This is an optimization exercise on Yosys and OpenROAD, whose aim is small area, not a production implementation.
At most, simulation tests tie the RTL to the original design; equivalence was not proved.
Function not checked in run 2: the RTL went through the layout flow alone.
Power figures rest on the tool's default switching activity, not on a simulated workload.

==> design/flow/constraint.sdc <==
create_clock -name core_clock -period 20.0 [get_ports {clk}]
set_input_delay 4.0000 -clock core_clock [delete_from_list [all_inputs] [get_ports {clk}]]
set_output_delay 4.0000 -clock core_clock [all_outputs]
set_load 0.01 [all_outputs]
==> design/flow/run.sh <==
#!/bin/bash
# synth_recipe.tcl (not shown) runs the flow's synth.tcl, then flattens the netlist and writes it again
# the make line also repeats each setting of config.mk as NAME=value (left out here)
make -C /OpenROAD-flow-scripts/flow DESIGN_CONFIG=/design/flow/config.mk WORK_HOME=/design/flow/orfs CLKGATE_MAP_FILE= SYNTH_SCRIPT=/design/flow/synth_recipe.tcl finish
==> design/flow/design.v <==
module spi_seq (
    input  wire        clk,
    input  wire        rst,
    input  wire        reg_we,
    input  wire [3:0]  reg_addr,
    input  wire [31:0] reg_wdata,
    output reg  [31:0] reg_rdata,
    output wire        cmd_ready,
    output wire        irq,
    output reg         cs_n,
    output reg         dc,
    output reg         rst_n,
    output reg         tx_req,
    output reg  [5:0]  tx_len,
    input  wire        tx_ack,
    input  wire        tx_err,
    input  wire [4:0]  tb_addr,
    output reg  [7:0]  tb_data,
    output reg         tmr_req,
    output reg  [15:0] tmr_ms,
    input  wire        tmr_done
);
    localparam T_RESET_RECOVERY_MS = 16'd120;
    localparam T_POST_INIT_MS      = 16'd100;
    localparam T_SLEEP_IN_MS       = 16'd5;
    localparam T_SLEEP_OUT_MS      = 16'd120;
    localparam T_SLPOUT_INIT_MS    = 16'd120;
    localparam S_UNINIT = 3'd0, S_RESETTING = 3'd1, S_INITIALIZING = 3'd2,
               S_READY = 3'd3, S_FLUSHING = 3'd4, S_SLEEPING = 3'd5, S_CLOSED = 3'd6;
    localparam OP_INIT = 8'h01, OP_WP = 8'h02, OP_DI = 8'h03, OP_CLEAR = 8'h04,
               OP_FLUSH = 8'h05, OP_SLEEP = 8'h06, OP_WAKE = 8'h07, OP_CLOSE = 8'h08;
    localparam R_OK = 3'd0, R_OOB = 3'd1, R_TERR = 3'd2, R_INITERR = 3'd3,
               R_CLOSED = 3'd4, R_FLUSHERR = 3'd5, R_INVSTATE = 3'd6, R_ILLEGAL = 3'd7;
    localparam PH_NONE = 2'd0, PH_XY = 2'd1, PH_WH = 2'd2, PH_DATA = 2'd3;
    localparam E_IDLE = 3'd0, E_DISPATCH = 3'd1, E_RUN = 3'd2, E_XWAIT = 3'd3,
               E_DWAIT = 3'd4, E_STAGE = 3'd5;
    reg [15:0] pb [0:63];                 
    reg [2:0]  state;
    reg        busy;
    reg        locked;
    reg [2:0]  result;
    reg [7:0]  last_op;
    reg        close_pending;
    reg        done_ie;
    reg        int_done, int_err;
    reg        dw_valid;
    reg [2:0]  dw_x0, dw_y0, dw_x1, dw_y1;
    reg [1:0]  cfg_orient;
    reg        cfg_bgr, cfg_inv;
    reg [2:0]  chunks_issued, chunks_total;
    reg [1:0]  phase;
    reg [7:0]  op;                        
    reg [19:0] hd;                        
    reg        hill;                      
    reg [2:0]  ox, oy;                    
    reg        oinb;                      
    reg [2:0]  verdict;                   
    reg        dnz;                       
    reg [2:0]  ey;                        
    reg [15:0] wm1;                       
    reg [15:0] rx;                        
    reg [15:0] ry;                        
    reg [2:0]  col, row;                  
    reg [2:0]  est;
    reg [4:0]  pc;
    reg [3:0]  stg_j;                     
    wire [7:0] w_op   = reg_wdata[31:24];
    wire cmd_wr  = reg_we && (reg_addr == 4'd0);
    wire cmd_acc = cmd_wr && !busy;
    wire ctrl_wr = reg_we && (reg_addr == 4'd2);
    wire int_wr  = reg_we && (reg_addr == 4'd3);
    wire close_wr = ctrl_wr && reg_wdata[1];
    wire close_now = close_pending || close_wr;
    function illegal_hdr(input [31:0] h);
        begin
            case (h[31:24])
                OP_INIT:            illegal_hdr = (h[23:20] != 4'd0);
                OP_WP, OP_CLEAR:    illegal_hdr = (h[23:16] != 8'd0);
                OP_DI, OP_FLUSH, OP_SLEEP, OP_WAKE, OP_CLOSE:
                                    illegal_hdr = (h[23:0] != 24'd0);
                default:            illegal_hdr = 1'b1;
            endcase
        end
    endfunction
    function valid_in(input [7:0] o, input [2:0] s);
        begin
            case (o)
                OP_INIT:                 valid_in = (s == S_UNINIT);
                OP_WP, OP_DI, OP_CLEAR:  valid_in = (s == S_READY) || (s == S_SLEEPING);
                OP_FLUSH, OP_SLEEP:      valid_in = (s == S_READY);
                OP_WAKE:                 valid_in = (s == S_SLEEPING);
                OP_CLOSE:                valid_in = (s != S_CLOSED);
                default:                 valid_in = 1'b0;
            endcase
        end
    endfunction
    wire [2:0] base =
        (state == S_CLOSED) ? R_CLOSED :
        hill                ? R_ILLEGAL :
        (state == S_UNINIT && op != OP_INIT && op != OP_CLOSE) ? R_INITERR :
        !valid_in(op, state) ? R_INVSTATE : R_OK;
    wire [15:0] wh_w = reg_wdata[15:0];
    wire [15:0] wh_h = reg_wdata[31:16];
    wire [4:0]  wh_xe = {2'd0, ox} + {1'b0, wh_w[3:0]};
    wire [4:0]  wh_ye = {2'd0, oy} + {1'b0, wh_h[3:0]};
    wire di_inb = oinb && (wh_w[15:4] == 12'd0) && (wh_h[15:4] == 12'd0) &&
                  (wh_xe <= 5'd8) && (wh_ye <= 5'd8);
    wire [2:0] di_verdict = (base != R_OK) ? base : (di_inb ? R_OK : R_OOB);
    wire [15:0] wh_wm1 = wh_w - 16'd1;
    wire        wh_nz = (wh_w != 16'd0) && (wh_h != 16'd0);
    wire rx_ge2 = (rx[15:1] != 15'd0);
    wire rx_is1 = (rx == 16'd1);
    wire rx_is0 = (rx == 16'd0);
    wire wm1_is0 = (wm1 == 16'd0);
    wire ry_is0 = (ry == 16'd0);
    wire ry_is1 = (ry == 16'd1);
    wire di_last = (ry_is0 && !rx_ge2) || (ry_is1 && rx_is0 && wm1_is0);
    wire [15:0] rx_base = rx_ge2 ? rx : wm1;
    wire [1:0]  rx_dec  = rx_ge2 ? 2'd2 : (rx_is1 || wm1_is0) ? 2'd0 : 2'd1;
    wire [15:0] rx_next = rx_base - {14'd0, rx_dec};
    wire [1:0]  ry_dec  = rx_ge2 ? 2'd0 : (rx_is0 && wm1_is0) ? 2'd2 : 2'd1;
    wire [15:0] ry_next = ry - {14'd0, ry_dec};
    wire [2:0]  col_next = rx_ge2 ? col + 3'd2 : (rx_is0 && !wm1_is0) ? ox + 3'd1 : ox;
    wire [2:0]  row_next = row + {1'b0, ry_dec};
    wire [2:0]  p1_col = rx_is0 ? ox : col + 3'd1;
    wire [2:0]  p1_row = rx_is0 ? row + 3'd1 : row;
    wire in_data = (phase == PH_DATA) && cmd_acc;
    wire di_we0 = in_data && (verdict == R_OK);
    wire di_we1 = di_we0 && !(ry_is0 && rx_is0);
    wire [3:0] fl_ww = {1'b0, dw_x1} - {1'b0, dw_x0} + 4'd1;
    wire [3:0] fl_hh = {1'b0, dw_y1} - {1'b0, dw_y0} + 4'd1;
    wire [6:0] fl_npix = fl_ww * fl_hh;
    wire [5:0] fl_npm1 = fl_npix[5:0] - 6'd1;           
    wire       last_chunk = (chunks_issued == chunks_total);
    wire [3:0] stg_last = last_chunk ? fl_npm1[3:0] : 4'd15;
    wire [7:0] madctl = (cfg_orient == 2'd0 ? 8'h00 :
                         cfg_orient == 2'd1 ? 8'h60 :
                         cfg_orient == 2'd2 ? 8'hC0 : 8'hA0) | {4'd0, cfg_bgr, 3'd0};
    assign irq = done_ie & int_done;
    assign cmd_ready = !busy;
    wire [2:0] fl_wm = dw_x1 - dw_x0;
    wire [1:0] cur_chunk = chunks_issued[1:0] - 2'd1;
    wire [5:0] rd_n = {cur_chunk, tb_addr[4:1]};
    reg  [2:0] rd_q, rd_r;
    always @(*) begin
        case (fl_wm)
            3'd0: begin rd_q = rd_n / 6'd1; rd_r = rd_n % 6'd1; end
            3'd1: begin rd_q = rd_n / 6'd2; rd_r = rd_n % 6'd2; end
            3'd2: begin rd_q = rd_n / 6'd3; rd_r = rd_n % 6'd3; end
            3'd3: begin rd_q = rd_n / 6'd4; rd_r = rd_n % 6'd4; end
            3'd4: begin rd_q = rd_n / 6'd5; rd_r = rd_n % 6'd5; end
            3'd5: begin rd_q = rd_n / 6'd6; rd_r = rd_n % 6'd6; end
            3'd6: begin rd_q = rd_n / 6'd7; rd_r = rd_n % 6'd7; end
            default: begin rd_q = rd_n / 6'd8; rd_r = rd_n % 6'd8; end
        endcase
    end
    wire [2:0]  rd_row = dw_y0 + rd_q;
    wire [2:0]  rd_col = dw_x0 + rd_r;
    wire [15:0] rd_pix = pb[{rd_row, rd_col}];
    always @(*) begin
        tb_data = 8'h00;
        if (!op[2]) begin                
            case (pc[3:0])
                4'd7:    tb_data = 8'h11;
                4'd9:    tb_data = 8'h3A;
                4'd10:   tb_data = 8'h05;
                4'd11:   tb_data = 8'h36;
                4'd12:   tb_data = madctl;
                4'd13:   tb_data = cfg_inv ? 8'h21 : 8'h20;
                default: tb_data = 8'h29;
            endcase
        end else if (op[1]) begin        
            tb_data = op[0] ? 8'h11 : 8'h10;
        end else begin                   
            case (pc[3:0])
                4'd4:    tb_data = 8'h2A;
                4'd5:    tb_data = tb_addr[0] ? {5'd0, tb_addr[1] ? dw_x1 : dw_x0} : 8'h00;
                4'd6:    tb_data = 8'h2B;
                4'd7:    tb_data = tb_addr[0] ? {5'd0, tb_addr[1] ? dw_y1 : dw_y0} : 8'h00;
                4'd8:    tb_data = 8'h2C;
                default: tb_data = tb_addr[0] ? rd_pix[7:0] : rd_pix[15:8];
            endcase
        end
    end
    wire [31:0] status = {5'd0, rst_n, dc, cs_n, 1'b0, (phase != PH_NONE), close_pending, tx_req,
                          last_op, 1'b0, result, locked, dw_valid, !busy, busy, 1'b0, state};
    always @(*) begin
        case (reg_addr)
            4'd1:    reg_rdata = status;
            4'd2:    reg_rdata = {31'd0, done_ie};
            4'd3:    reg_rdata = {30'd0, int_err, int_done};
            4'd4:    reg_rdata = {13'd0, dw_y0, 13'd0, dw_x0};
            4'd5:    reg_rdata = {13'd0, dw_y1, 13'd0, dw_x1};
            4'd6:    reg_rdata = {16'd8, 16'd8};
            4'd7:    reg_rdata = {28'd0, cfg_inv, cfg_bgr, cfg_orient};
            4'd8:    reg_rdata = {13'd0, chunks_total, 13'd0, chunks_issued};
            4'd9:    reg_rdata = 32'd32;
            default: reg_rdata = 32'd0;
        endcase
    end
    wire        abandon = busy && close_now && !tx_req;
    wire        in_disp = (est == E_DISPATCH);
    wire        disp_ok = in_disp && !abandon && !rst && (base == R_OK);
    wire        pb_clr  = disp_ok && (op == OP_CLEAR);
    wire        pb_wp   = disp_ok && (op == OP_WP) && oinb;
    wire        wa_en   = pb_wp || di_we0;
    wire [5:0]  wa_addr = in_disp ? {oy, ox} : {row, col};
    wire [15:0] wa_data = in_disp ? hd[15:0] : reg_wdata[15:0];
    wire [5:0]  wb_addr = {p1_row, p1_col};
    reg  [15:0] wbus [0:3];
    integer k;
    always @(*) begin
        for (k = 0; k < 4; k = k + 1)
            wbus[k] = (in_disp || {row[0], col[0]} == k) ? wa_data : reg_wdata[31:16];
    end
    integer i;
    always @(posedge clk) begin
        for (i = 0; i < 64; i = i + 1) begin
            if (pb_clr || (wa_en && wa_addr == i) || (di_we1 && wb_addr == i))
                pb[i] <= wbus[{i[3], i[0]}];
        end
    end
    task complete(input [2:0] code);
        begin
            result   <= code;
            last_op  <= op;
            int_done <= 1'b1;
            if (code != R_OK) int_err <= 1'b1;
            busy     <= 1'b0;
            est      <= E_IDLE;
        end
    endtask
    task start_xfer(input [5:0] len, input data_mode);
        begin
            dc       <= data_mode;
            tx_len   <= len;
            tx_req   <= 1'b1;
            est      <= E_XWAIT;
            pc       <= pc + 5'd1;
        end
    endtask
    task start_delay(input [15:0] ms);
        begin
            pc <= pc + 5'd1;
            if (ms != 16'd0) begin
                tmr_req <= 1'b1;
                tmr_ms  <= ms;
                est     <= E_DWAIT;
            end
        end
    endtask
    task close_out;
        begin
            tmr_req <= 1'b0;
            cs_n    <= 1'b1;
            locked  <= 1'b0;
            rst_n   <= 1'b1;
            state   <= S_CLOSED;
            close_pending <= 1'b0;
            complete(R_CLOSED);
        end
    endtask
    task fail_frame;
        begin
            cs_n   <= 1'b1;
            locked <= 1'b0;
            case (op)
                OP_INIT:  begin state <= S_UNINIT; complete(R_INITERR); end
                OP_FLUSH: begin state <= S_READY;  complete(R_FLUSHERR); end
                default:  complete(R_TERR);
            endcase
        end
    endtask
    always @(posedge clk) begin
        if (rst) begin
            state <= S_UNINIT; busy <= 1'b0; locked <= 1'b0;
            result <= R_OK; last_op <= 8'd0; close_pending <= 1'b0;
            done_ie <= 1'b0; int_done <= 1'b0; int_err <= 1'b0;
            dw_valid <= 1'b0; dw_x0 <= 3'd0; dw_y0 <= 3'd0; dw_x1 <= 3'd0; dw_y1 <= 3'd0;
            cfg_orient <= 2'd0; cfg_bgr <= 1'b0; cfg_inv <= 1'b0;
            chunks_issued <= 3'd0; chunks_total <= 3'd0;
            phase <= PH_NONE;
            est <= E_IDLE;
            cs_n <= 1'b1; dc <= 1'b0; rst_n <= 1'b1;
            tx_req <= 1'b0; tx_len <= 6'd0; tmr_req <= 1'b0; tmr_ms <= 16'd0;
        end else begin
            if (ctrl_wr) done_ie <= reg_wdata[0];
            if (int_wr) begin
                if (reg_wdata[0]) int_done <= 1'b0;
                if (reg_wdata[1]) int_err  <= 1'b0;
            end
            if (close_wr && state != S_CLOSED && !busy) begin
                state <= S_CLOSED;
                if (phase != PH_NONE) begin
                    phase <= PH_NONE;
                    complete(R_CLOSED);
                end
            end else if (close_wr && state != S_CLOSED && busy) begin
                close_pending <= 1'b1;
            end
            if (cmd_acc) begin
                case (phase)
                    PH_NONE: begin
                        op   <= w_op;
                        hd   <= reg_wdata[19:0];
                        hill <= illegal_hdr(reg_wdata);
                        if (w_op == OP_WP || w_op == OP_DI) begin
                            phase <= PH_XY;
                        end else begin
                            busy <= 1'b1; est <= E_DISPATCH;
                        end
                    end
                    PH_XY: begin
                        ox   <= reg_wdata[2:0];
                        oy   <= reg_wdata[18:16];
                        oinb <= (reg_wdata[15:3] == 13'd0) && (reg_wdata[31:19] == 13'd0);
                        if (!op[0]) begin    
                            phase <= PH_NONE; busy <= 1'b1; est <= E_DISPATCH;
                        end else begin
                            phase <= PH_WH;
                        end
                    end
                    PH_WH: begin
                        verdict <= di_verdict;
                        dnz     <= wh_nz;
                        ey      <= oy + wh_h[2:0] - 3'd1;
                        wm1     <= wh_wm1;
                        rx      <= wh_wm1;
                        ry      <= wh_h - 16'd1;
                        col     <= ox;
                        row     <= oy;
                        if (!wh_nz) begin
                            phase <= PH_NONE; busy <= 1'b1; est <= E_DISPATCH;
                        end else begin
                            phase <= PH_DATA;
                        end
                    end
                    default: begin  
                        rx  <= rx_next;
                        ry  <= ry_next;
                        col <= col_next;
                        row <= row_next;
                        if (di_last) begin
                            phase <= PH_NONE; busy <= 1'b1; est <= E_DISPATCH;
                        end
                    end
                endcase
            end
            if (abandon) begin
                close_out;
            end else begin
                case (est)
                    E_DISPATCH: begin
                        pc <= 5'd1;
                        est <= E_RUN;
                        if (base != R_OK && op != OP_DI)
                            complete(base);
                        else case (op)
                            OP_WP: begin
                                if (!oinb)
                                    complete(R_OOB);
                                else begin
                                    if (!dw_valid) begin
                                        dw_x0 <= ox; dw_y0 <= oy; dw_x1 <= ox; dw_y1 <= oy;
                                    end else begin
                                        if (ox < dw_x0) dw_x0 <= ox;
                                        if (oy < dw_y0) dw_y0 <= oy;
                                        if (ox > dw_x1) dw_x1 <= ox;
                                        if (oy > dw_y1) dw_y1 <= oy;
                                    end
                                    dw_valid <= 1'b1;
                                    complete(R_OK);
                                end
                            end
                            OP_DI: begin
                                if (verdict != R_OK)
                                    complete(verdict);
                                else begin
                                    if (dnz) begin
                                        if (!dw_valid) begin
                                            dw_x0 <= ox; dw_y0 <= oy;
                                            dw_x1 <= ox + wm1[2:0]; dw_y1 <= ey;
                                        end else begin
                                            if (ox < dw_x0) dw_x0 <= ox;
                                            if (oy < dw_y0) dw_y0 <= oy;
                                            if (ox + wm1[2:0] > dw_x1) dw_x1 <= ox + wm1[2:0];
                                            if (ey > dw_y1) dw_y1 <= ey;
                                        end
                                        dw_valid <= 1'b1;
                                    end
                                    complete(R_OK);
                                end
                            end
                            OP_CLEAR: begin
                                dw_valid <= 1'b1;
                                dw_x0 <= 3'd0; dw_y0 <= 3'd0;
                                dw_x1 <= 3'd7; dw_y1 <= 3'd7;
                                complete(R_OK);
                            end
                            OP_CLOSE: begin
                                cs_n <= 1'b1; locked <= 1'b0; rst_n <= 1'b1;
                                state <= S_CLOSED;
                                complete(R_OK);
                            end
                            OP_INIT: begin
                                cfg_orient <= hd[17:16];
                                cfg_bgr    <= hd[18];
                                cfg_inv    <= hd[19];
                                state      <= S_RESETTING;
                                rst_n      <= 1'b0;
                            end
                            OP_FLUSH: begin
                                chunks_issued <= 3'd0;
                                chunks_total  <= 3'd0;
                                if (!dw_valid)
                                    complete(R_OK);
                                else
                                    state <= S_FLUSHING;
                            end
                            default: ;  
                        endcase
                    end
                    E_RUN: begin
                        case (op)
                            OP_INIT: case (pc)
                                5'd1:  start_delay(hd[15:0]);
                                5'd2:  begin rst_n <= 1'b1; pc <= pc + 5'd1; end
                                5'd3:  start_delay(T_RESET_RECOVERY_MS);
                                5'd4:  begin state <= S_INITIALIZING; locked <= 1'b1; pc <= pc + 5'd1; end
                                5'd5:  begin cs_n <= 1'b0; pc <= pc + 5'd1; end
                                5'd6:  start_xfer(6'd1, 1'b0);
                                5'd7:  start_delay(T_SLPOUT_INIT_MS);
                                5'd8:  start_xfer(6'd1, 1'b0);
                                5'd9:  start_xfer(6'd1, 1'b1);
                                5'd10: start_xfer(6'd1, 1'b0);
                                5'd11: start_xfer(6'd1, 1'b1);
                                5'd12: start_xfer(6'd1, 1'b0);
                                5'd13: start_xfer(6'd1, 1'b0);
                                5'd14: begin cs_n <= 1'b1; pc <= pc + 5'd1; end
                                5'd15: begin locked <= 1'b0; pc <= pc + 5'd1; end
                                5'd16: start_delay(T_POST_INIT_MS);
                                default: begin state <= S_READY; complete(R_OK); end
                            endcase
                            OP_FLUSH: case (pc)
                                5'd1:  begin locked <= 1'b1; pc <= pc + 5'd1; end
                                5'd2:  begin cs_n <= 1'b0; pc <= pc + 5'd1; end
                                5'd3:  start_xfer(6'd1, 1'b0);
                                5'd4:  start_xfer(6'd4, 1'b1);
                                5'd5:  start_xfer(6'd1, 1'b0);
                                5'd6:  start_xfer(6'd4, 1'b1);
                                5'd7:  start_xfer(6'd1, 1'b0);
                                5'd8: begin
                                    chunks_total <= {1'b0, fl_npm1[5:4]} + 3'd1;
                                    dc <= 1'b1;
                                    pc <= pc + 5'd1;
                                end
                                5'd9: begin
                                    if (last_chunk)
                                        pc <= pc + 5'd1;
                                    else begin
                                        chunks_issued <= chunks_issued + 3'd1;
                                        stg_j <= 4'd0;
                                        est <= E_STAGE;
                                    end
                                end
                                5'd10: begin cs_n <= 1'b1; pc <= pc + 5'd1; end
                                default: begin
                                    locked <= 1'b0;
                                    dw_valid <= 1'b0;
                                    dw_x0 <= 3'd0; dw_y0 <= 3'd0; dw_x1 <= 3'd0; dw_y1 <= 3'd0;
                                    state <= S_READY;
                                    complete(R_OK);
                                end
                            endcase
                            default: case (pc)  
                                5'd1:  begin locked <= 1'b1; pc <= pc + 5'd1; end
                                5'd2:  begin cs_n <= 1'b0; pc <= pc + 5'd1; end
                                5'd3:  start_xfer(6'd1, 1'b0);
                                5'd4:  begin cs_n <= 1'b1; pc <= pc + 5'd1; end
                                5'd5:  begin locked <= 1'b0; pc <= pc + 5'd1; end
                                5'd6:  start_delay((op == OP_SLEEP) ? T_SLEEP_IN_MS : T_SLEEP_OUT_MS);
                                default: begin
                                    state <= (op == OP_SLEEP) ? S_SLEEPING : S_READY;
                                    complete(R_OK);
                                end
                            endcase
                        endcase
                    end
                    E_STAGE: begin
                        stg_j <= stg_j + 4'd1;
                        if (stg_j == stg_last) begin
                            tx_len <= {stg_last + 5'd1, 1'b0};
                            tx_req <= 1'b1;
                            est    <= E_XWAIT;
                        end
                    end
                    E_XWAIT: begin
                        if (tx_ack) begin
                            tx_req <= 1'b0;
                            if (close_now)
                                close_out;
                            else if (tx_err)
                                fail_frame;
                            else
                                est <= E_RUN;
                        end
                    end
                    E_DWAIT: begin
                        if (tmr_done) begin
                            tmr_req <= 1'b0;
                            est <= E_RUN;
                        end
                    end
                    default: ;
                endcase
            end
        end
    end
endmodule
==> design/flow/config.mk <==
export PLATFORM = sky130hd
export DESIGN_NAME = spi_seq
export DESIGN_NICKNAME = spi_seq
export VERILOG_FILES = /design/flow/design.v
export SDC_FILE = /design/flow/constraint.sdc
export NUM_CORES = 4
export LEC_CHECK = 0
export CAP_MARGIN = 30
export CELL_PAD_IN_SITES_DETAIL_PLACEMENT = 1
export CELL_PAD_IN_SITES_GLOBAL_PLACEMENT = 2
export CORE_MARGIN = 2
export CORE_UTILIZATION = 30
export PLACE_DENSITY = 0.4
export SLEW_MARGIN = 40
==> reports/results.ini, run 1 <==
[run_status]
outcome = no timing/DRC/antenna violations

[global_routing]
grt_overflow_total = 0
grt_pass1_vias = 42580
grt_use_total_pct = 33.20
antenna_found_initial = 27
grt_pass1_wl_microns = 413300
grt_max_degree = 46

[floorplanning]
core_sq_mm = 0.1807
die_w_microns = 430.5
num_io_pins = 116
die_y_microns = 430.5
start_util_pct = 30.20
die-area_sq_mm = 0.1854
rows = 156

[cells_and_area]
num-fill-cells = 18840
fin_cells = 7136
nNetsFinal = 4796
multi_input_comb_area_sq_mm = 0.01972
post_route_cells_drive_above_1_share_pct = 16.81
fin_area_sq_mm = 0.06702
regArea_sq_mm = 0.03543
final_core_util_pct = 37.08
synthToLayoutAreaGrowth_pct = 22.78

[sta]
relSlewSlack_pct = 37.98
worstMarginPinSlew_ps = 930.2
post-route-min-period_ps = 19490
rsz0062_at_grt = false
slew_violations = 0
hold_viol_final = 0
fin_skew_ps = 29.93
max_freq_mhz = 51.30
post-route-worst-setup-slack_ps = 508.1
post-route-period-util_pct = 97.46
hold_ws_ps = 453.9
finalSetupViolations = 0

[logic_synthesis]
ys_seq_elements = 1205
netlist_area_sq_mm = 0.05458
synthMuxAreaShare_pct = 2.267
synth_top_family_by_area = compound AO/OA/AOI/OAI gates
ys_types = 90
ys_async_sr_fraction_pct = 0
synth.most_common_cell = edfxtp_1
syn_area_per_cell_sq_um = 12.65
yosysTopAreaCellShare_pct = 62.17
synth_fa_ha_area_share_pct = 2.531
ys_top_cells_by_count = 1130 x edfxtp_1, 319 x nor2_1, 309 x nand2_1
ys_top_cells_by_area = edfxtp_1 62%, dfxtp_1 2.8%, a21oi_1 2.5%, a22oi_1 2.4%, nor2_1 2.2%
synth_largest_area_cell = edfxtp_1
synth_flop_cell = edfxtp_1
ys_warn_count = 3
synth_edf_count = 1130
synthesis.instances = 4316
synth-compound-area-share_pct = 15.14
synthXorXnorAreaFrac_pct = 1.442
synthSimpleGateAreaFrac_pct = 10.93
seq_area_frac_synth_pct = 64.92

[cts]
clock_latency_ps = 810
h-tree-depth = 4
cts_max_path_buffers = 3
cts_made_buffers = 144
cts-root-buf = clkbuf_16
clk_pin_slew_ps = 50
tritoncts = built
numClockSinks = 1205

[min_path]
hold_path.class = register to register
hold_end = tmr_ms[9]
min_from = tmr_ms[9]
whs_path_depth = 2

[critical_path]
r2r_end = tx_len[2]
crit_required_ps = 16000
cp_max_fo = 12
cp_data_arrival_time_ps = 15490
critPathKind = input port to primary output
slowest_delay_ps = 630
crit_family = compound AO/OA/AOI/OAI gates
r2r_slack_ps = 13680
path_common_cell = ha_1
critPathLaunchType = input port
r2r_cells = 20
cp_num_cells = 44
end_kind = primary output
slowest_stage = fa_1
r2r-start = dw_y1[1]
path_buf_inv = 7

[placement]
dp_hpwl_microns = 205100
place_area_sq_mm = 0.06212
dp.cells = 6859
dp_slack_ps = -75.76
gp_congestion = 0.8817
place.port_buffers = 108

[pwr]
leakage_uw = 0.02160
p_per_area_mw_per_mm2 = 85.74
peakVddDrop_v = 0.00006944

[routing]
viasPerCell = 6.176
dr.pass1.iters = 6
wl_per_cell_microns = 43.93
first_iter_violations = 6325
drc_errors = 0
final_antenna_net_count = 0
wirelength_microns = 313500
vias = 44070

[run]
cap_violations = 0

## flip-flops by register name, summed over array words and instances (netlist names), 4 cells and up
name     cells
pc           5
last_op      8
stg_j        4
op           8
tmr_ms      16
wm1         16
rx          16
ry          16
pb        1024
hd          20
tx_len       6
## worst reg2reg max path: stages, from the launching register on
cell and delay [ps]:
dfxtp_1 440, inv_1 190, ha_1 310, inv_1 40, ha_1 200, fa_1 390, xnor2_1 420, nand2_1 120
ha_1 350, fa_1 490, fa_1 540, inv_1 40, ha_1 320, xor2_1 200, or4_1 490, a211oi_1 730
nor2_1 170, a211oi_1 250, buf_4 210, nor2_1 60, a311oi_1 230
## cells by family (layout without fill, tap and decap cells)
| family | count (synthesis) | count (layout) |
|---|---|---|
| mux | 118 | 118 |
| flops | 1205 | 1205 |
| other cells | 1 | 13 |
| buf+inv | 378 | 815 |
| compound gates | 1176 | 1177 |
| xor+xnor | 89 | 89 |
| fa+ha+maj | 101 | 101 |
| simple gates | 1248 | 1248 |
## layer usage
layer	vias up	share of wire, %	GRT usage (%)
li1	17730	-	-
met4	0	2.8	8.732
met3	386	8.5	6.139
met2	2288	43	49.37
met1	23670	45	49.35
met5	-	0	0
## cell type report
| type | count | area share, % |
|---|---|---|
| Sequential cell | 1205 | 52.87 |
| Inverter | 106 | 0.5937 |
| Clock buffer | 183 | 5.704 |
| Clock inverter | 74 | 1.176 |
| Multi-Input combinational cell | 2740 | 29.43 |
| Timing Repair Buffer | 452 | 5.776 |
| Antenna cell | 6 | 0.02240 |
| Tap cell | 2370 | 4.425 |
## metrics by stage
stage,TNS (ps),power (uW)
finish,0,5746
global route,0,5866
CTS,0,5763
detailed placement,-117.3,3144
global placement,-2074,3140
floorplan,0,2951
## layout by cell type, fill, tap and decap left out, types with 22 or more instances in the layout
cell type / Yosys / routed
edfxtp_1: 1130 / 1130
buf_4: 10 / 318
nand2_1: 309 / 306
nor2_1: 319 / 289
a21oi_1: 275 / 240
a22oi_1: 175 / 175
nand3_1: 163 / 161
o21ai_0: 156 / 152
clkbuf_16: 0 / 146
clkdlybuf4s50_1: 0 / 105
inv_1: 103 / 101
nor3_1: 114 / 96
ha_1: 84 / 83
dfxtp_1: 75 / 75
mux2i_1: 82 / 73
a221oi_1: 73 / 73
nand4_1: 71 / 71
and3_1: 65 / 64
o221ai_4: 0 / 63
a22o_1: 59 / 59
a31oi_1: 50 / 48
xor2_1: 46 / 46
xnor2_1: 42 / 41
nand2b_1: 38 / 37
a222oi_1: 37 / 37
mux2_2: 35 / 35
clkbuf_1: 196 / 34
clkinv_1: 3 / 33
or3_1: 31 / 31
a211oi_1: 29 / 28
nor4_1: 29 / 26
nor2b_1: 25 / 25
and2_1: 23 / 22
## report_power, final
group | switching, uW | internal [uW]
Sequential | 2.09 | 2760
Combinational | 251 | 91.0
Clock | 1160 | 1480
Total | 1420 | 4330
## worst max-delay path by stage
stage / startpoint / to
final: tb_addr[4] / tb_data[5]
after global routing: tb_addr[4] / tb_data[0]
after CTS: tb_addr[4] / tb_data[4]
after detailed placement: tb_addr[4] / tb_data[2]
after global placement: tb_addr[4] / tb_data[5]
after floorplan: tb_addr[4] / tb_data[4]
## timing repair
action | CTS | global route
gates cloned | 1 | 0
gates resized for setup | 4 | 27
endpoints found under the hold margin | 0 | 0
hold buffers | 0 | 0
buffers inserted | 0 | 12
setup endpoints to repair | 4 | 8
pin swaps | 1 | 3
==> inputs of run 2 (changes only) <==
--- a/design/flow/design.v
+++ b/design/flow/design.v
@@ -57,7 +57,6 @@
     reg [2:0]  verdict;                   
     reg        dnz;                       
     reg [2:0]  ey;                        
-    reg [15:0] wm1;                       
     reg [15:0] rx;                        
     reg [15:0] ry;                        
     reg [2:0]  col, row;                  
@@ -106,16 +105,16 @@
     wire di_inb = oinb && (wh_w[15:4] == 12'd0) && (wh_h[15:4] == 12'd0) &&
                   (wh_xe <= 5'd8) && (wh_ye <= 5'd8);
     wire [2:0] di_verdict = (base != R_OK) ? base : (di_inb ? R_OK : R_OOB);
-    wire [15:0] wh_wm1 = wh_w - 16'd1;
     wire        wh_nz = (wh_w != 16'd0) && (wh_h != 16'd0);
-    wire rx_ge2 = (rx[15:1] != 15'd0);
-    wire rx_is1 = (rx == 16'd1);
-    wire rx_is0 = (rx == 16'd0);
-    wire wm1_is0 = (wm1 == 16'd0);
-    wire ry_is0 = (ry == 16'd0);
-    wire ry_is1 = (ry == 16'd1);
+    wire [15:0] wd = hd[15:0];
+    wire rx_ge2 = (rx[15:2] != 14'd0) || (rx[1:0] == 2'd3);
+    wire rx_is1 = (rx == 16'd2);
+    wire rx_is0 = (rx == 16'd1);
+    wire wm1_is0 = (wd == 16'd1);
+    wire ry_is0 = (ry == 16'd1);
+    wire ry_is1 = (ry == 16'd2);
     wire di_last = (ry_is0 && !rx_ge2) || (ry_is1 && rx_is0 && wm1_is0);
-    wire [15:0] rx_base = rx_ge2 ? rx : wm1;
+    wire [15:0] rx_base = rx_ge2 ? rx : wd;
     wire [1:0]  rx_dec  = rx_ge2 ? 2'd2 : (rx_is1 || wm1_is0) ? 2'd0 : 2'd1;
     wire [15:0] rx_next = rx_base - {14'd0, rx_dec};
     wire [1:0]  ry_dec  = rx_ge2 ? 2'd0 : (rx_is0 && wm1_is0) ? 2'd2 : 2'd1;
@@ -156,7 +155,24 @@
     end
     wire [2:0]  rd_row = dw_y0 + rd_q;
     wire [2:0]  rd_col = dw_x0 + rd_r;
-    wire [15:0] rd_pix = pb[{rd_row, rd_col}];
+    wire [127:0] rd_sel = 128'd1 << {rd_row, rd_col, tb_addr[0]};
+    wire [7:0]   rd_byte;
+    genvar gb, gg;
+    generate
+        for (gb = 0; gb < 8; gb = gb + 1) begin : rd_bit
+            wire [127:0] v;
+            wire [42:0]  t;
+            for (gg = 0; gg < 64; gg = gg + 1) begin : px
+                assign v[2 * gg]     = pb[gg][8 + gb];
+                assign v[2 * gg + 1] = pb[gg][gb];
+            end
+            for (gg = 0; gg < 42; gg = gg + 1) begin : grp
+                spi_seq_aoi3 u_aoi (.s(rd_sel[3 * gg +: 3]), .d(v[3 * gg +: 3]), .y(t[gg]));
+            end
+            spi_seq_aoi2 u_aoi2 (.s(rd_sel[127:126]), .d(v[127:126]), .y(t[42]));
+            assign rd_byte[gb] = !(&t);
+        end
+    endgenerate
     always @(*) begin
         tb_data = 8'h00;
         if (!op[2]) begin                
@@ -178,7 +194,7 @@
                 4'd6:    tb_data = 8'h2B;
                 4'd7:    tb_data = tb_addr[0] ? {5'd0, tb_addr[1] ? dw_y1 : dw_y0} : 8'h00;
                 4'd8:    tb_data = 8'h2C;
-                default: tb_data = tb_addr[0] ? rd_pix[7:0] : rd_pix[15:8];
+                default: tb_data = rd_byte;
             endcase
         end
     end
@@ -324,9 +340,9 @@
                         verdict <= di_verdict;
                         dnz     <= wh_nz;
                         ey      <= oy + wh_h[2:0] - 3'd1;
-                        wm1     <= wh_wm1;
-                        rx      <= wh_wm1;
-                        ry      <= wh_h - 16'd1;
+                        hd[15:0] <= wh_w;
+                        rx      <= wh_w;
+                        ry      <= wh_h;
                         col     <= ox;
                         row     <= oy;
                         if (!wh_nz) begin
@@ -379,11 +395,11 @@
                                     if (dnz) begin
                                         if (!dw_valid) begin
                                             dw_x0 <= ox; dw_y0 <= oy;
-                                            dw_x1 <= ox + wm1[2:0]; dw_y1 <= ey;
+                                            dw_x1 <= ox + wd[2:0] - 3'd1; dw_y1 <= ey;
                                         end else begin
                                             if (ox < dw_x0) dw_x0 <= ox;
                                             if (oy < dw_y0) dw_y0 <= oy;
-                                            if (ox + wm1[2:0] > dw_x1) dw_x1 <= ox + wm1[2:0];
+                                            if (ox + wd[2:0] - 3'd1 > dw_x1) dw_x1 <= ox + wd[2:0] - 3'd1;
                                             if (ey > dw_y1) dw_y1 <= ey;
                                         end
                                         dw_valid <= 1'b1;
@@ -517,3 +533,9 @@
         end
     end
 endmodule
+module spi_seq_aoi3 (input wire [2:0] s, input wire [2:0] d, output wire y);
+    assign y = !((s[0] & d[0]) | (s[1] & d[1]) | (s[2] & d[2]));
+endmodule
+module spi_seq_aoi2 (input wire [1:0] s, input wire [1:0] d, output wire y);
+    assign y = !((s[0] & d[0]) | (s[1] & d[1]));
+endmodule
==> design/flow/config.mk (replaced) <==
export PLATFORM = sky130hd
export DESIGN_NAME = spi_seq
export DESIGN_NICKNAME = spi_seq
export VERILOG_FILES = /design/flow/design.v
export SDC_FILE = /design/flow/constraint.sdc
export NUM_CORES = 4
export LEC_CHECK = 0
export CAP_MARGIN = 10
export CELL_PAD_IN_SITES_DETAIL_PLACEMENT = 0
export CELL_PAD_IN_SITES_GLOBAL_PLACEMENT = 0
export CORE_MARGIN = 2
export CORE_UTILIZATION = 60
export CTS_BUF_LIST = sky130_fd_sc_hd__clkbuf_8
export PLACE_DENSITY = 0.75
export SLEW_MARGIN = 10
export SYNTH_HIERARCHICAL = 1
export SYNTH_MINIMUM_KEEP_SIZE = 0
==> reports/results.ini, run 2 <==
[logic_synthesis]
synth.most_common_cell = edfxtp_1
ys_seq_elements = 1189  ; -1.3%
synthSimpleGateAreaFrac_pct = 10.34  ; -0.60 points
ys_warn_count = 9  ; +6
ys_async_sr_fraction_pct = 0  ; unchanged
ys_types = 93  ; +3.3%
synth_fa_ha_area_share_pct = 2.636  ; +0.11 points
synth-compound-area-share_pct = 15.05  ; -0.091 points
synthesis.instances = 3801  ; -12%
synth_largest_area_cell = edfxtp_1
ys_top_cells_by_count = 1114 x edfxtp_1, 368 x nor2_1, 338 x a222oi_1
synth_top_family_by_area = compound AO/OA/AOI/OAI gates
synth_flop_cell = edfxtp_1
netlist_area_sq_mm = 0.05164  ; -5.4%
ys_top_cells_by_area = edfxtp_1 65%, a222oi_1 6.6%, dfxtp_1 2.9%, nor2_1 2.7%, a21oi_1 2.3%
yosysTopAreaCellShare_pct = 64.78  ; +2.6 points
syn_area_per_cell_sq_um = 13.59  ; +7.4%
seq_area_frac_synth_pct = 67.69  ; +2.8 points
synthMuxAreaShare_pct = 0.9402  ; -1.3 points
synth_edf_count = 1114  ; -1.4%
synthXorXnorAreaFrac_pct = 1.136  ; -0.31 points

[floorplanning]
die_w_microns = 297.4  ; -31%
start_util_pct = 60.55  ; +30 points
core_sq_mm = 0.08528  ; -53%
die-area_sq_mm = 0.08842  ; -52%
num_io_pins = 116  ; unchanged
rows = 107  ; -31%
die_y_microns = 297.4  ; -31%

[sta]
post-route-min-period_ps = 19090  ; -404.3 ps
relSlewSlack_pct = 4.417  ; -34 points
finalSetupViolations = 0  ; unchanged
fin_skew_ps = 68.28  ; +38.35 ps
post-route-period-util_pct = 95.44  ; -2.0 points
hold_viol_final = 0  ; unchanged
rsz0062_at_grt = false
worstMarginPinSlew_ps = 1431  ; +500.3 ps
slew_violations = 0  ; unchanged
finalSetupTns_ps = 0  ; unchanged
max_freq_mhz = 52.39  ; +2.1%

[cells_and_area]
largest_register = pb
synthToLayoutAreaGrowth_pct = 14.24
largest_register_ffs = 1024  ; unchanged
layout_commonest_cell = edfxtp_1
fin_area_sq_mm = 0.05899  ; -12%
nNetsFinal = 4184  ; -13%
final_cell_mix = 1114 x edfxtp_1, 367 x nor2_1, 338 x a222oi_1
top_regs = pb (1024), hd (20)
post_route_cells_drive_above_1_share_pct = 12.52  ; -4.3 points

[routing]
wirelength_microns = 183200  ; -42%
drc_errors = 0  ; unchanged
dr.pass1.iters = 17  ; +11
wl_per_cell_microns = 34.21  ; -22%
final_antenna_net_count = 0  ; unchanged
viasPerCell = 7.445  ; +21%
first_iter_violations = 9898  ; +56%
vias = 39870  ; -9.5%

[critical_path]
slowest_stage = nor4_1
critPathKind = input port to primary output
critPathLaunchType = input port
crit_required_ps = 16000  ; about the same
path_common_cell = ha_1
cp_max_fo = 28  ; +16
slowest_delay_ps = 960  ; +330 ps
cp_data_arrival_time_ps = 15090  ; -400 ps
end_kind = primary output

[cts]
cts_max_path_buffers = 3  ; unchanged
clk_pin_slew_ps = 60  ; about the same
cts_made_buffers = 184  ; +28%
hold_buffers = 0  ; unchanged
cts-root-buf = clkbuf_8
tritoncts = built
numClockSinks = 1189  ; -1.3%
post_cts_buffers = 0  ; unchanged
clock_latency_ps = 880  ; +70 ps
cts-resized-gates = 0  ; -4
h-tree-depth = 4  ; unchanged

[pwr]
p_per_area_mw_per_mm2 = 85.76  ; about the same
peakVddDrop_v = 0.00008041  ; +16%
leakage_uw = 0.01924  ; -11%

[global_routing]
grt_use_total_pct = 40.63  ; +7.4 points
grt_pass1_vias = 37230  ; -13%
grt_use_met2_pct = 59.00  ; +9.6 points
grt_pass1_wl_microns = 257700  ; -38%
grtUsageMet1_pct = 52.67  ; +3.3 points
antenna_found_initial = 19  ; -30%
busiest_layer = met2
grt_overflow_total = 0  ; unchanged
grt_max_degree = 65  ; +41%
use_met3_pct = 16.24  ; +10 points

[placement]
place_area_sq_mm = 0.05518  ; -11%
gp_congestion = 1.002  ; +14%
place.port_buffers = 108  ; unchanged
dp_hpwl_microns = 118600  ; -42%

[run]
cap_violations = 0  ; unchanged

[min_path]
hold_path.class = register to register

[run_status]
outcome = no timing/DRC/antenna violations

[run 2: changes by cell type after synthesis, moves of 49 or more]
| cell | before | now |
|---|---|---|
| nand2_1 | 309 | 199 |
| a222oi_1 | 37 | 338 |
| a22oi_1 | 175 | 9 |
| a221oi_1 | 73 | 6 |
| clkbuf_1 | 196 | 141 |
| a22o_1 | 59 | 2 |
| nor2_1 | 319 | 368 |
| nor3_1 | 114 | 62 |
[run 2: layer usage]
| metal | wire length (microns) | vias up |
|---|---|---|
| met5 | 45 | - |
| met4 | 11650 | 4 |
| met3 | 32570 | 731 |
| met2 | 78540 | 4047 |
| met1 | 60400 | 18940 |
| li1 | - | 16150 |
[run 2: area by class of cell]
| type | count | area [sq um] |
|---|---|---|
| multi-input cells | 2346 | 16460 |
| clock buffers | 192 | 2643 |
| flip-flops and latches | 1189 | 34950 |
| well taps | 1144 | 1431 |
| inverters | 88 | 330.3 |
| fillers | 5836 | 26290 |
| diodes | 18 | 45.04 |
| clock inverters | 150 | 1124 |
| repair buffers | 229 | 1997 |
[run 2: final timing paths]
kind / startpoint / endpoint / slack (ps) / cells past startpoint
setup / recovery: tb_addr[4] / tb_data[4] / 910 / 42
hold / removal: hd[19] / cfg_inv / 460 / 2
setup reg to reg: dw_y1[1] / tx_len[4] / 13570 / 21
hold reg to reg: hd[19] / cfg_inv / 460 / 2
[run 2: where the power goes]
| group | switching (uW) | internal (uW) | total [uW] | leakage (uW) |
|---|---|---|---|---|
| registers | 3.81 | 2720 | 2730 | 0.0106 |
| clock network | 979 | 1120 | 2100 | 0.00212 |
| logic | 187 | 46.9 | 234 | 0.00652 |
[run 2: cell families after synthesis]
| group | count (synthesis) |
|---|---|
| other | 1 |
| multiplexers | 48 |
| AND/OR/NAND/NOR | 1104 |
| AO/OA/AOI/OAI | 1020 |
| adder cells (fa/ha/maj) | 100 |
| buffers and inverters | 272 |
| XOR/XNOR | 67 |
| flip-flops | 1189 |
[run 2: metrics by stage]
step	total power, uW	hold WS (ps)	worst slack (ps)	utilization (%)	std cells
floorplan	2857	445.2	4469	-	3807
CTS	5030	462.9	1188	69.12	5338
detailed placement	2994	450.3	1224	64.70	4996
global route	5149	479.5	117.3	69.13	5342
finish	5059	455.7	912.4	69.17	5356
global placement	2991	439.7	1420	64.70	4996
[run 2: worst max-delay path: cells and delay by family]
family / cells / cell delay [ps]
xor+xnor: 1 / 200
mux: 2 / 360
compound gates: 16 / 3880
simple gates: 12 / 3460
fa+ha+maj: 6 / 1590
buf+inv: 5 / 1540
[run 2: per-module statistics from Yosys (local to each module, per instance)]
module / flip-flops and latches / times used / cells
spi_seq_aoi2: 0 / 8 / 1
spi_seq_aoi3: 0 / 336 / 1
spi_seq: 1189 / 1 / 3457
==> inputs of run 3 (changes only) <==
--- a/design/flow/design.v
+++ b/design/flow/design.v
@@ -53,8 +53,7 @@
     reg [19:0] hd;                        
     reg        hill;                      
     reg [2:0]  ox, oy;                    
-    reg        oinb;                      
-    reg [2:0]  verdict;                   
+    reg        inb;                       
     reg        dnz;                       
     reg [2:0]  ey;                        
     reg [15:0] rx;                        
@@ -102,9 +101,8 @@
     wire [15:0] wh_h = reg_wdata[31:16];
     wire [4:0]  wh_xe = {2'd0, ox} + {1'b0, wh_w[3:0]};
     wire [4:0]  wh_ye = {2'd0, oy} + {1'b0, wh_h[3:0]};
-    wire di_inb = oinb && (wh_w[15:4] == 12'd0) && (wh_h[15:4] == 12'd0) &&
+    wire di_inb = inb && (wh_w[15:4] == 12'd0) && (wh_h[15:4] == 12'd0) &&
                   (wh_xe <= 5'd8) && (wh_ye <= 5'd8);
-    wire [2:0] di_verdict = (base != R_OK) ? base : (di_inb ? R_OK : R_OOB);
     wire        wh_nz = (wh_w != 16'd0) && (wh_h != 16'd0);
     wire [15:0] wd = hd[15:0];
     wire rx_ge2 = (rx[15:2] != 14'd0) || (rx[1:0] == 2'd3);
@@ -119,12 +117,13 @@
     wire [15:0] rx_next = rx_base - {14'd0, rx_dec};
     wire [1:0]  ry_dec  = rx_ge2 ? 2'd0 : (rx_is0 && wm1_is0) ? 2'd2 : 2'd1;
     wire [15:0] ry_next = ry - {14'd0, ry_dec};
+    wire [2:0]  ex = op[0] ? ox + wd[2:0] - 3'd1 : ox;    
     wire [2:0]  col_next = rx_ge2 ? col + 3'd2 : (rx_is0 && !wm1_is0) ? ox + 3'd1 : ox;
     wire [2:0]  row_next = row + {1'b0, ry_dec};
     wire [2:0]  p1_col = rx_is0 ? ox : col + 3'd1;
     wire [2:0]  p1_row = rx_is0 ? row + 3'd1 : row;
     wire in_data = (phase == PH_DATA) && cmd_acc;
-    wire di_we0 = in_data && (verdict == R_OK);
+    wire di_we0 = in_data && (base == R_OK) && inb;
     wire di_we1 = di_we0 && !(ry_is0 && rx_is0);
     wire [3:0] fl_ww = {1'b0, dw_x1} - {1'b0, dw_x0} + 4'd1;
     wire [3:0] fl_hh = {1'b0, dw_y1} - {1'b0, dw_y0} + 4'd1;
@@ -218,9 +217,9 @@
     wire        in_disp = (est == E_DISPATCH);
     wire        disp_ok = in_disp && !abandon && !rst && (base == R_OK);
     wire        pb_clr  = disp_ok && (op == OP_CLEAR);
-    wire        pb_wp   = disp_ok && (op == OP_WP) && oinb;
+    wire        pb_wp   = disp_ok && (op == OP_WP) && inb;
     wire        wa_en   = pb_wp || di_we0;
-    wire [5:0]  wa_addr = in_disp ? {oy, ox} : {row, col};
+    wire [5:0]  wa_addr = {row, col};
     wire [15:0] wa_data = in_disp ? hd[15:0] : reg_wdata[15:0];
     wire [5:0]  wb_addr = {p1_row, p1_col};
     reg  [15:0] wbus [0:3];
@@ -329,7 +328,11 @@
                     PH_XY: begin
                         ox   <= reg_wdata[2:0];
                         oy   <= reg_wdata[18:16];
-                        oinb <= (reg_wdata[15:3] == 13'd0) && (reg_wdata[31:19] == 13'd0);
+                        col  <= reg_wdata[2:0];
+                        row  <= reg_wdata[18:16];
+                        ey   <= reg_wdata[18:16];
+                        dnz  <= 1'b1;
+                        inb  <= (reg_wdata[15:3] == 13'd0) && (reg_wdata[31:19] == 13'd0);
                         if (!op[0]) begin    
                             phase <= PH_NONE; busy <= 1'b1; est <= E_DISPATCH;
                         end else begin
@@ -337,14 +340,12 @@
                         end
                     end
                     PH_WH: begin
-                        verdict <= di_verdict;
+                        inb     <= di_inb;
                         dnz     <= wh_nz;
                         ey      <= oy + wh_h[2:0] - 3'd1;
                         hd[15:0] <= wh_w;
                         rx      <= wh_w;
                         ry      <= wh_h;
-                        col     <= ox;
-                        row     <= oy;
                         if (!wh_nz) begin
                             phase <= PH_NONE; busy <= 1'b1; est <= E_DISPATCH;
                         end else begin
@@ -369,37 +370,20 @@
                     E_DISPATCH: begin
                         pc <= 5'd1;
                         est <= E_RUN;
-                        if (base != R_OK && op != OP_DI)
+                        if (base != R_OK)
                             complete(base);
                         else case (op)
-                            OP_WP: begin
-                                if (!oinb)
+                            OP_WP, OP_DI: begin
+                                if (!inb)
                                     complete(R_OOB);
                                 else begin
-                                    if (!dw_valid) begin
-                                        dw_x0 <= ox; dw_y0 <= oy; dw_x1 <= ox; dw_y1 <= oy;
-                                    end else begin
-                                        if (ox < dw_x0) dw_x0 <= ox;
-                                        if (oy < dw_y0) dw_y0 <= oy;
-                                        if (ox > dw_x1) dw_x1 <= ox;
-                                        if (oy > dw_y1) dw_y1 <= oy;
-                                    end
-                                    dw_valid <= 1'b1;
-                                    complete(R_OK);
-                                end
-                            end
-                            OP_DI: begin
-                                if (verdict != R_OK)
-                                    complete(verdict);
-                                else begin
                                     if (dnz) begin
                                         if (!dw_valid) begin
-                                            dw_x0 <= ox; dw_y0 <= oy;
-                                            dw_x1 <= ox + wd[2:0] - 3'd1; dw_y1 <= ey;
+                                            dw_x0 <= ox; dw_y0 <= oy; dw_x1 <= ex; dw_y1 <= ey;
                                         end else begin
                                             if (ox < dw_x0) dw_x0 <= ox;
                                             if (oy < dw_y0) dw_y0 <= oy;
-                                            if (ox + wd[2:0] - 3'd1 > dw_x1) dw_x1 <= ox + wd[2:0] - 3'd1;
+                                            if (ex > dw_x1) dw_x1 <= ex;
                                             if (ey > dw_y1) dw_y1 <= ey;
                                         end
                                         dw_valid <= 1'b1;
--- a/design/flow/config.mk
+++ b/design/flow/config.mk
@@ -9,9 +9,11 @@
 export CELL_PAD_IN_SITES_DETAIL_PLACEMENT = 0
 export CELL_PAD_IN_SITES_GLOBAL_PLACEMENT = 0
 export CORE_MARGIN = 2
-export CORE_UTILIZATION = 60
-export CTS_BUF_LIST = sky130_fd_sc_hd__clkbuf_8
-export PLACE_DENSITY = 0.75
+export CORE_UTILIZATION = 50
+export CTS_BUF_LIST = sky130_fd_sc_hd__clkbuf_16
+export CTS_CLUSTER_DIAMETER = 80
+export CTS_CLUSTER_SIZE = 30
+export PLACE_DENSITY = 0.65
 export SLEW_MARGIN = 10
 export SYNTH_HIERARCHICAL = 1
 export SYNTH_MINIMUM_KEEP_SIZE = 0
==> reports/results.ini, run 3 <==
[pwr]
p_sw_share_pct = 23.30  ; +0.18 points
clock_power_share_pct = 30.7  ; -11 points
p_per_area_mw_per_mm2 = 74.10  ; -14%
power.switching_uw = 1002  ; -14%
peakVddDrop_v = 0.00006652  ; -17%
leakage_uw = 0.01797  ; -6.6%
internal_power_uw = 3297  ; -15%
seq_power_share_pct = 63.3  ; +9.4 points
power_frac_comb_pct = 5.9  ; +1.3 points

[logic_synthesis]
synthesis.instances = 3672  ; -3.4%
synthXorXnorAreaFrac_pct = 1.263  ; +0.13 points
ys_seq_elements = 1186  ; -0.25%
synthSimpleGateAreaFrac_pct = 10.74  ; +0.40 points
synth_flop_cell = edfxtp_1
synth_largest_area_cell = edfxtp_1
synth-compound-area-share_pct = 14.71  ; -0.34 points
ys_warn_count = 9  ; unchanged
seq_area_frac_synth_pct = 67.31  ; -0.38 points
ys_top_cells_by_count = 1111 x edfxtp_1, 338 x a222oi_1, 207 x nor2_1
syn_area_per_cell_sq_um = 14.11  ; +3.8%
synth_edf_count = 1111  ; -0.27%
synthMuxAreaShare_pct = 1.002  ; +0.062 points
ys_async_sr_fraction_pct = 0  ; unchanged
synth_fa_ha_area_share_pct = 2.657  ; +0.021 points
ys_top_cells_by_area = edfxtp_1 64%, a222oi_1 6.5%, dfxtp_1 2.9%, ha_1 2.1%, a21oi_1 2.0%
netlist_area_sq_mm = 0.05180  ; +0.31%
synth.most_common_cell = edfxtp_1
yosysTopAreaCellShare_pct = 64.41  ; -0.37 points
ys_types = 100  ; +7.5%
synth_top_family_by_area = compound AO/OA/AOI/OAI gates

[routing]
drc_errors = 0  ; unchanged
first_iter_violations = 8360  ; -16%
final_antenna_net_count = 0  ; unchanged
dr.pass1.iters = 9  ; -8
wl_per_cell_microns = 34.88  ; +2.0%
viasPerCell = 7.183  ; -3.5%
vias = 37870  ; -5.0%
wirelength_microns = 183900  ; +0.39%

[floorplanning]
die-area_sq_mm = 0.1062  ; +20%
num_io_pins = 116  ; unchanged
die_w_microns = 325.9  ; +9.6%
die_y_microns = 325.9  ; +9.6%
core_sq_mm = 0.1032  ; +21%
rows = 118  ; +10%
start_util_pct = 50.19  ; -10 points

[placement]
gp_congestion = 0.9966  ; -0.50%
place_area_sq_mm = 0.05620  ; +1.9%
dp_slack_ps = 128.8  ; -1095 ps
place.port_buffers = 108  ; unchanged
dp_hpwl_microns = 120400  ; +1.5%

[sta]
post-route-min-period_ps = 19370  ; +279.6 ps
max_freq_mhz = 51.63  ; -1.4%
post-route-worst-setup-slack_ps = 632.7  ; -279.6 ps
relSlewSlack_pct = 12.79  ; +8.4 points
hold_ws_ps = 464.5  ; +8.830 ps
rsz0062_at_grt = false
hold_viol_final = 0  ; unchanged
fin_skew_ps = 44.96  ; -23.31 ps
slew_violations = 0  ; unchanged
finalSetupViolations = 0  ; unchanged
finalSetupTns_ps = 0  ; unchanged
post-route-period-util_pct = 96.84  ; +1.4 points
worstMarginPinSlew_ps = 1308  ; -122.4 ps

[critical_path]
r2r_end = tx_len[0]
end_kind = primary output
path_common_cell = ha_1
cp_data_arrival_time_ps = 15370  ; +280 ps
cp_max_fo = 14  ; -50%
r2r_slack_ps = 13670  ; +100 ps
crit_required_ps = 16000  ; about the same
slowest_delay_ps = 870  ; -90 ps
r2r-start = dw_y0[0]
critPathLaunchType = input port
critPathKind = input port to primary output
slowest_stage = nor4_2
r2r_cells = 20  ; -4.8%

[cts]
clk_pin_slew_ps = 100  ; +40 ps
numClockSinks = 1186  ; -0.25%
cts_max_path_buffers = 3  ; unchanged
clock_latency_ps = 720  ; -160 ps
h-tree-depth = 2  ; -2
cts_made_buffers = 51  ; -72%
hold_buffers = 0  ; unchanged
cts-root-buf = clkbuf_16
tritoncts = built

[cells_and_area]
synthToLayoutAreaGrowth_pct = 11.98
post_route_cells_drive_above_1_share_pct = 13.54  ; +1.0 points
largest_register_ffs = 1024  ; unchanged
final_cell_mix = 1111 x edfxtp_1, 338 x a222oi_1, 210 x buf_4
top_regs = pb (1024), hd (20)
nNetsFinal = 4013  ; -4.1%
fin_area_sq_mm = 0.05800  ; -1.7%
largest_register = pb
layout_commonest_cell = edfxtp_1
final_core_util_pct = 56.20  ; -13 points

[global_routing]
antenna_found_initial = 22  ; +3
grt_use_total_pct = 33.70  ; -6.9 points
grt_max_degree = 74  ; +14%
grt_overflow_total = 0  ; unchanged
grt_pass1_wl_microns = 256700  ; -0.41%
grt_pass1_vias = 35260  ; -5.3%

[min_path]
hold_path.class = register to register
min_from = tmr_ms[12]
hold_end = tmr_ms[12]
whs_path_depth = 2  ; unchanged

[run_status]
outcome = no timing/DRC/antenna violations

[run]
cap_violations = 0  ; unchanged

==> run 3: cell count changes in the layout (fill, tap and decap cells not counted), sizes merged, moves of 39 or more <==
cell	change
nor4	+131
inv	-39
buf	+95
nor2	-162
clkinv	-69
nand3	-58
clkbuf	-139
==> run 3: cell families after synthesis <==
| group | count (synthesis) |
|---|---|
| DFF | 1186 |
| muxes | 51 |
| xor gates and xnor gates | 73 |
| and+or+nand+nor | 1001 |
| other | 1 |
| AOI/OAI and AO/OA | 974 |
| buffers and inverters | 285 |
| adders and majority gates | 101 |
==> run 3: worst max path at each step <==
stage	slack (ps)	endpoint	from
finish	630	tb_data[6]	tb_addr[4]
floorplan	3540	tb_data[0]	tb_addr[4]
global placement	260	tb_data[6]	tb_addr[4]
CTS	130	tb_data[6]	tb_addr[4]
global route	50	tb_data[4]	tb_addr[4]
detailed placement	130	tb_data[6]	tb_addr[4]
==> run 3: per-stage QoR <==
| stage | instances | power [uW] |
|---|---|---|
| floorplan | 3678 | 2863 |
| global placement | 5186 | 3018 |
| detailed placement | 5186 | 3019 |
| CTS | 5259 | 4289 |
| global route | 5265 | 4383 |
| finish | 5273 | 4298 |
==> run 3: worst max-delay path, delay by kind of cell <==
| family | cells | cell delay, ps |
|---|---|---|
| AOI/OAI and AO/OA | 18 | 4950 |
| xor gates and xnor gates | 1 | 270 |
| and+or+nand+nor | 12 | 2910 |
| buffers and inverters | 5 | 1380 |
| adders and majority gates | 6 | 1810 |
==> run 3: repair_timing <==
item                       4_1_cts  5_1_grt
resized for setup                0        9
setup buffers                    0        4
setup endpoints to repair        0        8
==> run 3: cell type report <==
| cell class | instances | area [sq um] |
|---|---|---|
| Antenna cell | 8 | 20.02 |
| Clock buffer | 52 | 1301 |
| Clock inverter | 21 | 341.6 |
| Fill cell | 8309 | 45200 |
| Inverter | 93 | 349.1 |
| Multi-Input combinational cell | 2208 | 16620 |
| Sequential cell | 1186 | 34860 |
| Tap cell | 1380 | 1727 |
| Timing Repair Buffer | 325 | 2778 |
==> run 3: layer usage <==
metal	up-vias	routed length (microns)	part of all wire [%]	global-route usage, %
met2	3072	81940	45	51.53
met4	6	10060	5.5	15.16
li1	15650	-	-	-
met3	477	25640	14	7.892
met1	18670	66230	36	46.11
met5	-	50	0.027	0
==> run 3: per-module statistics from Yosys (local to each module, per instance) <==
module        cell area, sq um  cells  times used
spi_seq                  48330   3328           1
spi_seq_aoi2             12.51      1           8
spi_seq_aoi3             10.01      1         336
==> run 3: power by group through the flow <==
stage | clock, uW | sequential [uW] | combinational, uW
5_1_grt | 1410 | 2720 | 255
2_1_floorplan | 0 | 2770 | 88.7
6_report | 1320 | 2720 | 256
3_3_place_gp | 0 | 2780 | 241
4_1_cts | 1330 | 2720 | 242
3_5_place_dp | 0 | 2780 | 242
==> inputs of run 4 (changes only) <==
--- a/design/flow/design.v
+++ b/design/flow/design.v
@@ -139,19 +139,33 @@
     wire [2:0] fl_wm = dw_x1 - dw_x0;
     wire [1:0] cur_chunk = chunks_issued[1:0] - 2'd1;
     wire [5:0] rd_n = {cur_chunk, tb_addr[4:1]};
-    reg  [2:0] rd_q, rd_r;
+    wire [3:0] rd_w = {1'b0, fl_wm} + 4'd1;
+    reg  [5:0] rd_m [1:7];
+    reg  [2:0] rd_q;
+    reg  [5:0] rd_mq;
+    integer mk;
     always @(*) begin
-        case (fl_wm)
-            3'd0: begin rd_q = rd_n / 6'd1; rd_r = rd_n % 6'd1; end
-            3'd1: begin rd_q = rd_n / 6'd2; rd_r = rd_n % 6'd2; end
-            3'd2: begin rd_q = rd_n / 6'd3; rd_r = rd_n % 6'd3; end
-            3'd3: begin rd_q = rd_n / 6'd4; rd_r = rd_n % 6'd4; end
-            3'd4: begin rd_q = rd_n / 6'd5; rd_r = rd_n % 6'd5; end
-            3'd5: begin rd_q = rd_n / 6'd6; rd_r = rd_n % 6'd6; end
-            3'd6: begin rd_q = rd_n / 6'd7; rd_r = rd_n % 6'd7; end
-            default: begin rd_q = rd_n / 6'd8; rd_r = rd_n % 6'd8; end
-        endcase
+        rd_q = 3'd0;
+        rd_mq = 6'd0;
+        for (mk = 1; mk < 8; mk = mk + 1) begin
+            case (fl_wm)
+                3'd0: rd_m[mk] = 6'd1 * mk;
+                3'd1: rd_m[mk] = 6'd2 * mk;
+                3'd2: rd_m[mk] = 6'd3 * mk;
+                3'd3: rd_m[mk] = 6'd4 * mk;
+                3'd4: rd_m[mk] = 6'd5 * mk;
+                3'd5: rd_m[mk] = 6'd6 * mk;
+                3'd6: rd_m[mk] = 6'd7 * mk;
+                default: rd_m[mk] = 6'd8 * mk;
+            endcase
+            if (rd_n >= rd_m[mk]) begin
+                rd_q = mk;
+                rd_mq = rd_m[mk];
+            end
+        end
     end
+    wire [5:0] rd_rr = rd_n - rd_mq;
+    wire [2:0] rd_r = rd_rr[2:0];
     wire [2:0]  rd_row = dw_y0 + rd_q;
     wire [2:0]  rd_col = dw_x0 + rd_r;
     wire [127:0] rd_sel = 128'd1 << {rd_row, rd_col, tb_addr[0]};
==> design/flow/flow/run.sh (new file) <==
#!/bin/bash
# The standard layout (standard.sh, all steps) with two settings added to
# config.mk: plain buffers on the ports, and clock tree synthesis without
# dummy loads (buffer list and clustering as in config.mk).
cat >> config.mk <<'EOT'
export BUFFER_PORTS_ARGS = -buffer_cell sky130_fd_sc_hd__buf_1
export CTS_ARGS = -sink_clustering_enable -repair_clock_nets -dont_use_dummy_load -buf_list sky130_fd_sc_hd__clkbuf_8 -sink_clustering_size 14 -sink_clustering_max_diameter 80
EOT
bash standard.sh > standard.log 2>&1
==> design/flow/standard.sh (new file) <==
#!/bin/bash
# synth_recipe.tcl (not shown) runs the flow's synth.tcl, then flattens the netlist and writes it again
# the make line also repeats each setting of config.mk as NAME=value (left out here)
make -C /OpenROAD-flow-scripts/flow DESIGN_CONFIG=/design/flow/config.mk WORK_HOME=/design/flow/orfs CLKGATE_MAP_FILE= SYNTH_SCRIPT=/design/flow/synth_recipe.tcl "${@:-finish}"
--- a/design/flow/config.mk
+++ b/design/flow/config.mk
@@ -10,10 +10,12 @@
 export CELL_PAD_IN_SITES_GLOBAL_PLACEMENT = 0
 export CORE_MARGIN = 2
 export CORE_UTILIZATION = 50
-export CTS_BUF_LIST = sky130_fd_sc_hd__clkbuf_16
+export CTS_BUF_LIST = sky130_fd_sc_hd__clkbuf_8
 export CTS_CLUSTER_DIAMETER = 80
-export CTS_CLUSTER_SIZE = 30
+export CTS_CLUSTER_SIZE = 14
 export PLACE_DENSITY = 0.65
 export SLEW_MARGIN = 10
 export SYNTH_HIERARCHICAL = 1
 export SYNTH_MINIMUM_KEEP_SIZE = 0
+export BUFFER_PORTS_ARGS = -buffer_cell sky130_fd_sc_hd__buf_1
+export CTS_ARGS = -sink_clustering_enable -repair_clock_nets -dont_use_dummy_load -buf_list sky130_fd_sc_hd__clkbuf_8 -sink_clustering_size 14 -sink_clustering_max_diameter 80
removed: design/flow/run.sh
==> reports/results.ini, run 4 <==
[run_status]
outcome = no timing/DRC/antenna violations

[logic_synthesis]
ys_async_sr_fraction_pct = 0  ; unchanged
ys_seq_elements = 1186  ; unchanged
synth_largest_area_cell = edfxtp_1
ys_top_cells_by_area = edfxtp_1 65%, a222oi_1 6.5%, dfxtp_1 2.9%, ha_1 2.6%, a21oi_1 2.0%
yosysTopAreaCellShare_pct = 64.82  ; +0.41 points

[sta]
fin_skew_ps = 80.15  ; +35.19 ps
slew_violations = 0  ; unchanged
worstMarginPinSlew_ps = 1363  ; +54.64 ps

[cells_and_area]
layout_commonest_cell = edfxtp_1
final_cell_mix = 1111 x edfxtp_1, 336 x a222oi_1, 258 x nand2_1
top_regs = pb (1024), hd (20)

[pwr]
internal_power_uw = 3363  ; +2.0%
clock_power_share_pct = 24.8  ; -5.9 points
seq_power_share_pct = 57.5  ; -5.8 points
p_per_area_mw_per_mm2 = 85.28  ; +15%

[floorplanning]
num_io_pins = 116  ; unchanged
die_y_microns = 324.9  ; -0.31%
die_w_microns = 324.9  ; -0.31%

[critical_path]
r2r_slack_ps = 14000  ; +330 ps
critPathKind = input port to primary output
cp_max_fo = 47  ; +33
r2r_cells = 18  ; -10%

[min_path]
whs_path_depth = 2  ; unchanged
min_from = tmr_ms[9]

[run]
cap_violations = 0  ; unchanged

[global_routing]
grt_use_total_pct = 35.18  ; +1.5 points
grt_overflow_total = 0  ; unchanged

[cts]
cts-resized-gates = 0  ; unchanged
h-tree-depth = 3  ; +1
tritoncts = built

[placement]
place.port_buffers = 108  ; unchanged
dp_hpwl_microns = 125700  ; +4.4%

[routing]
wirelength_microns = 190800  ; +3.7%

[run 4: cell types whose count changed after synthesis, moves of 12 or more]
cell      before  now
and3_1        28    9
nor2_1       207  219
nand2_1      202  258
a22oi_1       19    5
nor4_1       104   57
ha_1          86  106
a31o_2         3   15
clkbuf_1     153  137
o21ai_0      104  128
o21a_1        20    5
nor4_2        64    1
nor3_1        60  196
[run 4: power groups by stage]
stage | Sequential, uW | Clock [uW] | Combinational, uW
floorplan | 2800 | 0 | 407
detailed placement | 2810 | 0 | 803
CTS | 2750 | 1190 | 807
global placement | 2810 | 0 | 799
finish | 2750 | 1190 | 850
global route | 2760 | 1270 | 863
[run 4: cell type report]
cell class | instances | area, sq um | area share (%)
inverters | 101 | 379.1 | 0.6744
repair buffers | 248 | 1459 | 2.595
diodes | 5 | 12.51 | 0.02226
well taps | 1368 | 1712 | 3.045
multi-input cells | 2288 | 16470 | 29.29
clock buffers | 96 | 1321 | 2.350
flip-flops and latches | 1186 | 34860 | 62.02
[run 4: worst max path at each step]
stage	startpoint	endpoint	slack (ps)
final	tb_addr[1]	tb_data[6]	2810
after global routing	tb_addr[1]	tb_data[6]	2280
after CTS	tb_addr[1]	tb_data[0]	3290
after detailed placement	tb_addr[1]	tb_data[0]	3290
after global placement	tb_addr[1]	tb_data[0]	3170
after floorplan	tb_addr[1]	tb_data[0]	6220
[run 4: modules after synthesis (local to each module, per instance)]
module,times used,cells,area [sq um],flip-flops and latches
spi_seq,1,3394,48010,1186
spi_seq_aoi2,8,1,12.51,0
spi_seq_aoi3,336,1,10.01,0
[run 4: logic make-up (layout without fill, tap and decap cells)]
| logic type | Yosys count | after routing | synth area share, % |
|---|---|---|---|
| DFF | 1186 | 1186 | 67.73 |
| and+or+nand+nor | 1075 | 1075 | 10.34 |
| AOI/OAI and AO/OA | 973 | 973 | 14.64 |
| buffers and inverters | 270 | 445 | 2.091 |
| adders and majority gates | 122 | 122 | 3.180 |
| xor gates and xnor gates | 66 | 66 | 1.123 |
| muxes | 45 | 45 | 0.8897 |
| other | 1 | 12 | 0.007286 |
[run 4: worst max-delay path: stages]
cell and delay [ps]:
buf_1 450, inv_1 110, ha_1 320, nor2b_1 230, o21ai_0 130, a41oi_1 430
inv_1 140, nor2_1 150, a21oi_1 80, a311oi_1 290, fa_1 490, fa_1 440
xor2_1 180, xnor2_1 360, nand2_1 100, a211oi_1 420, or2_2 540, buf_4 610
nor3_1 300, a222oi_1 490, nand4_1 260, nor4_1 1050, nand2_1 150, nor4_1 950
o32ai_1 170, buf_1 250
[run 4: routing by layer]
layer	up-vias	wire (microns)	share of wire (%)
met5	-	69	0.036
li1	15700	-	-
met2	3276	83220	44
met3	668	26320	14
met1	18740	66890	35
met4	10	14290	7.5
[run 4: metrics by stage]
step / std cells / worst slack, ps / util [%] / cell area (sq um) / hold slack [ps]
after global placement: 5189 / 3165 / 53.85 / 54860 / 440.8
after detailed placement: 5189 / 3285 / 53.85 / 54860 / 443.4
final: 5292 / 2814 / 55.17 / 56210 / 456.4
after global routing: 5288 / 2283 / 55.16 / 56200 / 490.8
after floorplan: 3744 / 6218 / - / 51490 / 442.4
after CTS: 5285 / 3286 / 55.14 / 56180 / 461.1

Check on run 4: ideal ports give 2.814 ns setup slack; a clkbuf_16 on the clock port and buf_2 on the inputs give 2.791 ns; moving port delays by the midpoint clock arrival (0.852 ns) as well gives 2.791 ns.
